This is an optimization exercise on Yosys and OpenROAD, whose aim is small area, not a production implementation. At most, simulation tests tie the RTL to the original design; equivalence was not proved. No activity file was given, so power comes from the tool's default toggle rates.

run A:
==> flow/design.v (excerpt) <==
module lhce_parse (
    input  wire        clk,
    input  wire        rst,           
    input  wire        start,
    input  wire [3:0]  op,
    input  wire [15:0] src_addr,
    input  wire [15:0] src_len,
    input  wire [31:0] ph_src,
    input  wire [31:0] ph_dst,
    output wire        busy,
    output reg         done,
    output wire        mem_rd,
    output wire [9:0]  mem_addr,
    input  wire [31:0] mem_rdata,
    output wire [3:0]  err_code,
    output wire [3:0]  err_sub,
    output wire [31:0] r_csum,
    output wire [31:0] r_csum_field,
    output wire [31:0] r_ip_len,
    output wire [31:0] r_ip_misc,
    output wire [31:0] r_ip_src,
    output wire [31:0] r_ip_dst,
    output wire [31:0] r_ip_hdr,
    output wire [31:0] r_ip_chk,
    output wire [31:0] r_tcp_ports,
    output wire [31:0] r_tcp_seq,
    output wire [31:0] r_tcp_ack,
    output wire [31:0] r_tcp_ctl,
    output wire [31:0] r_tcp_csum,
    output wire [31:0] r_tcp_hdr,
    output wire [31:0] r_pay,
    output wire [31:0] r_out
);
Size in the first run: about 3500 cells after synthesis, ~670 I/O pins, ~0.030 sq mm of cells after synthesis.
Settings: LEC_CHECK=0, CAP_MARGIN=20, CORE_MARGIN=2, CORE_UTILIZATION=40, CTS_CLUSTER_DIAMETER=80, CTS_CLUSTER_SIZE=24, PLACE_DENSITY=0.6, SLEW_MARGIN=20; clock period 7.0 ns.
run.sh (not shown) runs the stock make flow with config.mk's settings and CLKGATE_MAP_FILE= SYNTH_SCRIPT=/design/flow/synth_recipe.tcl, a recipe that flattens the netlist after the stock synthesis.
Run A completed every stage of the flow, and the final layout passed the timing, design-rule and antenna checks.
#### Input delta (run B over run A)
--- a/flow/design.v
+++ b/flow/design.v
@@ -153,25 +153,24 @@
         lane <= addr[1:0];
         if (iss) O <= O + 13'd1;
         if (st == S_IDLE) begin
             opk    <= op[2:0];
             c_addr <= src_addr[11:0];
             c_len  <= src_len;
             ihl    <= 4'd0;
             zq     <= ((op[2:0] == 3'd1) && src_len < 16'd12) ||
                       ((op[2:0] == 3'd2) && src_len < 16'd18);
         end
         if (rst) begin
             st   <= S_IDLE;
-            sw   <= 1'b0;
             done <= 1'b0;
             ec   <= 3'd0;
             es   <= 3'd0;
         end else begin
             done <= 1'b0;
             case (st)
             S_IDLE: if (start) begin
                 if (!op_ok) begin
                     done <= 1'b1; ec <= 3'd7; es <= 3'd1;
                 end else if (rng > 17'd4096) begin
                     done <= 1'b1; ec <= 3'd6; es <= 3'd1;
                 end else begin
==> results.txt <==
- Fraction of the yosys area taken by sequential cells: run B vs run A up 0.93 points
- Run B ends up with lower number of fillers in the final layout than run A does.
- Diff run B..run A | number of enable flip-flop cells after synthesis | negligible
- Taking run A as the reference point, the clock period minus final worst setup slack of run B rises by 0.33 ns.
- On post-synthesis to final-layout area growth, run B and run A are neck and neck.
- Run B vs run A, instance count: run B lower
- There was hardly any difference in clock-pin transition on the worst setup and hold timing paths between run A and run B.
- There was hardly any difference in count of non-CTS buffers in the layout between run B and run A.
No functional check of the RTL was part of run B.

## job 104
lhce_parse, a different RTL version from the one above (not shown whole).
For scale: roughly 2300 cells after synthesis, ~670 I/O pins.
==> flow/config.mk <==
export PLATFORM = sky130hd
export DESIGN_NAME = lhce_parse
export DESIGN_NICKNAME = lhce_parse
export VERILOG_FILES = /design/flow/design.v
export SDC_FILE = /design/flow/constraint.sdc
export NUM_CORES = 4
export LEC_CHECK = 0
export CAP_MARGIN = 20
export CORE_MARGIN = 2
export CORE_UTILIZATION = 60
export CTS_CLUSTER_DIAMETER = 90
export CTS_CLUSTER_SIZE = 30
export PLACE_DENSITY = 0.75
export SLEW_MARGIN = 20
export SYNTH_HIERARCHICAL = 1
export SYNTH_MINIMUM_KEEP_SIZE = 0
==> flow/constraint.sdc <==
create_clock -name core_clock -period 7.0 [get_ports {clk}]
set_input_delay 1.4000 -clock core_clock [delete_from_list [all_inputs] [get_ports {clk}]]
set_output_delay 1.4000 -clock core_clock [all_outputs]
set_load 0.01 [all_outputs]
standard.sh (not shown) runs the stock make flow with config.mk's settings and CLKGATE_MAP_FILE= SYNTH_SCRIPT=/design/flow/synth_recipe.tcl, a recipe that flattens the netlist after the stock synthesis.
==> flow/flow/run.sh <==
#!/bin/bash
# Standard layout (the standard.sh, standard synthesis), with the port
# buffers that global placement inserts made of sky130_fd_sc_hd__buf_1 and
# one tie cell per constant value.
set -euo pipefail
export BUFFER_PORTS_ARGS="-buffer_cell sky130_fd_sc_hd__buf_1"
export SKIP_REPAIR_TIE_FANOUT=1
bash standard.sh > standard.log 2>&1
The following lists how job 103 was set up differently from job 104:
--- a/flow/design.v
+++ b/flow/design.v
@@ -316,22 +316,20 @@
     wire [11:0] q_payl;    
     lhce_rip #(.W(10), .NB(5), .SUB(0)) u_paya (.a(q_outa[11:2]), .b(q_hdw), .ci(1'b0),
         .s(q_paya[11:2]), .co(q_paya[12]));
     assign q_paya[1:0] = q_outa[1:0];
     lhce_rip #(.W(10), .NB(5), .SUB(1)) u_payl (.a(q_outl[11:2]), .b(q_hdw), .ci(1'b1),
         .s(q_payl[11:2]), .co());
     assign q_payl[1:0] = q_outl[1:0];
     wire ipv = |q_ihl;
     wire [15:0] ip_seg;
-    wire        seg_c;
-    lhce_rip #(.W(4), .NB(4), .SUB(1)) u_seg (.a(q_tl[5:2]), .b(q_ihl), .ci(1'b1),
-        .s(ip_seg[5:2]), .co(seg_c));
-    lhce_decp #(.W(10)) u_segh (.a(q_tl[15:6]), .ci(seg_c), .s(ip_seg[15:6]));
+    lhce_rip #(.W(14), .NB(4), .SUB(1)) u_seg (.a(q_tl[15:2]), .b(q_ihl), .ci(1'b1),
+        .s(ip_seg[15:2]), .co());
     assign ip_seg[1:0] = q_tl[1:0];
     assign err_code     = {1'b0, ec};
     assign err_sub      = {1'b0, es};
     assign r_csum       = {14'd0, q_match, q_present, q_calc};
     assign r_csum_field = {16'd0, q_field};
     assign r_ip_len     = {5'd0, ipv, 2'd0, 2'd0, q_ihl, 2'd0, q_tl};
     assign r_ip_misc    = {q_hcs, 5'd0, ipv, ipv, 1'b0, q_ttl};
     assign r_ip_src     = q_src;
     assign r_ip_dst     = q_dst;
@@ -370,35 +368,33 @@
     output wire          co
 );
     wire [W:0] c;
     assign c[0] = ci;
     genvar i;
     generate
         for (i = 0; i < W; i = i + 1) begin : g
             if (i < NB) begin : f
                 lhce_fa u (.a(a[i]), .b(SUB ? ~b[i] : b[i]), .ci(c[i]), .s(s[i]), .co(c[i+1]));
-            end else if (SUB) begin : d
-                lhce_dec u (.a(a[i]), .ci(c[i]), .s(s[i]), .co(c[i+1]));
-            end else begin : h
+            end else if (!SUB) begin : h
                 lhce_inc u (.a(a[i]), .ci(c[i]), .s(s[i]), .co(c[i+1]));
             end
         end
+        if (SUB && W > NB) begin : d
+            lhce_decp #(.W(W - NB)) u (.a(a[W-1:NB]), .ci(c[NB]), .s(s[W-1:NB]));
+            assign c[W] = 1'b0;
+        end
     endgenerate
     assign co = c[W];
 endmodule
 module lhce_fa (input wire a, input wire b, input wire ci, output wire s, output wire co);
     assign s  = a ^ b ^ ci;
     assign co = (a & b) | (a & ci) | (b & ci);
 endmodule
-module lhce_dec (input wire a, input wire ci, output wire s, output wire co);
-    lhce_xnor u_s (.a(a), .b(ci), .y(s));
-    lhce_or   u_c (.a(a), .b(ci), .y(co));
-endmodule
 module lhce_xnor (input wire a, input wire b, output wire y);
     assign y = ~(a ^ b);
 endmodule
 module lhce_or (input wire a, input wire b, output wire y);
     assign y = a | b;
 endmodule
 module lhce_inc (input wire a, input wire ci, output wire s, output wire co);
     assign s  = a ^ ci;
     assign co = a & ci;
## What came out
| via count | job 104 vs job 103 | ≈ equal |. Measured against each other, job 103 and job 104 differ in tightest hold margin, the lower figure coming from job 104. Delta(total power, job 103 - job 104) < 0. | synthesized cell count | job 103 vs job 104 | 1.1% higher |. Total instance count after detailed placement in job 103 is 0.46% above job 104. Job 104 -> job 103: final count of negative-setup-slack endpoints delta 0, exact match. Clock power share: job 103 vs job 104 down 0.3 points. Compare job 103 and job 104 | tightest slew margin relative to the limit higher: job 104.
No functional check of the RTL was part of job 104.

RTL: one of the versions met above, not the one the previous note started from.
Size in the first run: about 710 flip-flops, about 30000 µm² of cells after synthesis.
Settings: LEC_CHECK=0, CAP_MARGIN=20, CORE_MARGIN=2, CORE_UTILIZATION=40, CTS_CLUSTER_DIAMETER=80, CTS_CLUSTER_SIZE=24, PLACE_DENSITY=0.6, SLEW_MARGIN=20; clock period 7.0 ns.
==> flow/flow/run.sh <==
#!/bin/bash
# Standard layout (the standard.sh, standard synthesis), with the port
# buffers that global placement inserts made of sky130_fd_sc_hd__buf_1.
set -euo pipefail
export BUFFER_PORTS_ARGS="-buffer_cell sky130_fd_sc_hd__buf_1"
bash standard.sh > standard.log 2>&1
Change:
--- a/flow/design.v
+++ b/flow/design.v
@@ -156,18 +156,19 @@
             opk    <= op[2:0];
             c_addr <= src_addr[11:0];
             c_len  <= src_len;
             ihl    <= 4'd0;
             zq     <= ((op[2:0] == 3'd1) && src_len < 16'd12) ||
                       ((op[2:0] == 3'd2) && src_len < 16'd18);
         end
         if (rst) begin
             st   <= S_IDLE;
+            sw   <= 1'b0;
             done <= 1'b0;
             ec   <= 3'd0;
             es   <= 3'd0;
         end else begin
             done <= 1'b0;
             case (st)
             S_IDLE: if (start) begin
                 if (!op_ok) begin
                     done <= 1'b1; ec <= 3'd7; es <= 3'd1;
Result: Register-to-register slack is worse by 0.65 ns. Worst setup slack is worse by 0.39 ns. Routed wire length climbs slightly. Sequential power barely changes. Hold slack stays flat. Clock-buffer cell count climbs by 2. Global-route usage drops by 0.19 points. Power climbs by a little under a tenth. Synthesized cell count stays flat.
No functional check of the RTL was part of the first run of this note.

Another version of the RTL of lhce_parse (not shown whole).
Size: about 670 I/O pins, ~27000 um2 of cells after synthesis.
export LEC_CHECK = 0
export CAP_MARGIN = 0
export CORE_MARGIN = 2
export CORE_UTILIZATION = 60
export CTS_CLUSTER_DIAMETER = 90
export CTS_CLUSTER_SIZE = 30
export PLACE_DENSITY = 0.75
export SLEW_MARGIN = 0
export SYNTH_HIERARCHICAL = 1
export SYNTH_MINIMUM_KEEP_SIZE = 0
create_clock -name core_clock -period 7.0 [get_ports {clk}]
==> flow/flow/run.sh <==
#!/bin/bash
# Standard layout (the standard.sh, standard synthesis), with the port
# buffers that global placement inserts made of sky130_fd_sc_hd__buf_1 and
# one tie cell per constant value.
set -euo pipefail
export BUFFER_PORTS_ARGS="-buffer_cell sky130_fd_sc_hd__buf_1"
export SKIP_REPAIR_TIE_FANOUT=1
bash standard.sh > standard.log 2>&1
Then changed:
--- a/flow/design.v
+++ b/flow/design.v
@@ -56,13 +56,13 @@
     reg         addq;      
     reg  [1:0]  lane;      
     reg         m;         
     reg         tok;       
     reg         rbig;      
     wire [7:0]  C [0:29];  
-    reg  [2:0]  ec, es;
+    wire [2:0]  ec, es;
     wire [15:0] q_calc;   wire q_match; wire q_present; wire [15:0] q_field;
     wire [3:0]  q_ihl;    wire [15:0] q_tl; wire [15:0] q_hcs; wire [7:0] q_ttl;
     wire [31:0] q_src, q_dst; wire [11:0] q_ipa; wire [15:0] q_ipcalc; wire q_ipm;
     wire [31:0] q_ports, q_seq, q_ack; wire [15:0] q_win; wire [3:0] q_doff; wire [5:0] q_flags;
     wire [15:0] q_urg, q_cs; wire [12:0] q_L; wire [11:0] q_sa;
     wire [4:0]  q_hdw;  wire [12:0] q_outl; wire [11:0] q_outa;
Total power does not change.
Via count is unchanged.
Critical path depth does not change.
Combinational power hardly moves.
Final area is unchanged.
Wire length stays the same.

[what the ideal ports hide]
In the flow no input, the clock included, has a driving cell. The finished layouts below were timed again as built, in two steps.
Step 1, drivers: a clkbuf_16 drives clk and a buf_2 each remaining input, both assumed.
Step 2, shift: input delay + t, output delay - t, t = (earliest + latest rising clock arrival at the registers) / 2. This alone moves slack from input paths to output paths.
Slacks: no drivers / after step 1 / after step 2; pairs: no drivers / after step 1.
run | shift t [ns] | setup WS [ns] | worst setup path at the end | pins driven straight from the clock port
run A | 0.672 | 1.477 / 1.405 / 1.171 | input to register | 1
run B | 0.657 | 1.144 / 1.077 / 1.067 | input to register | 1
job 104 | 0.685 | 0.132 / 0.132 / 0.132 | register to register | 1
job 103 | 0.690 | 1.306 / 1.306 / 1.130 | input to register | 1
the first run of note 3 | 0.656 | 1.753 / 1.689 / 1.276 | input to register | 1
the second run of note 3 | 0.672 | 1.367 / 1.367 / 1.060 | input to register | 1
the first run of note 4 | 0.673 | 1.045 / 1.045 / 1.045 | register to register | 1
the second run of note 4 | 0.673 | 1.045 / 1.045 / 1.045 | register to register | 1
After both steps every run listed still meets setup and hold. The setup slack of the first run of note 3, which loses most, moves by -0.064 ns with the drivers and by -0.477 ns with both steps.
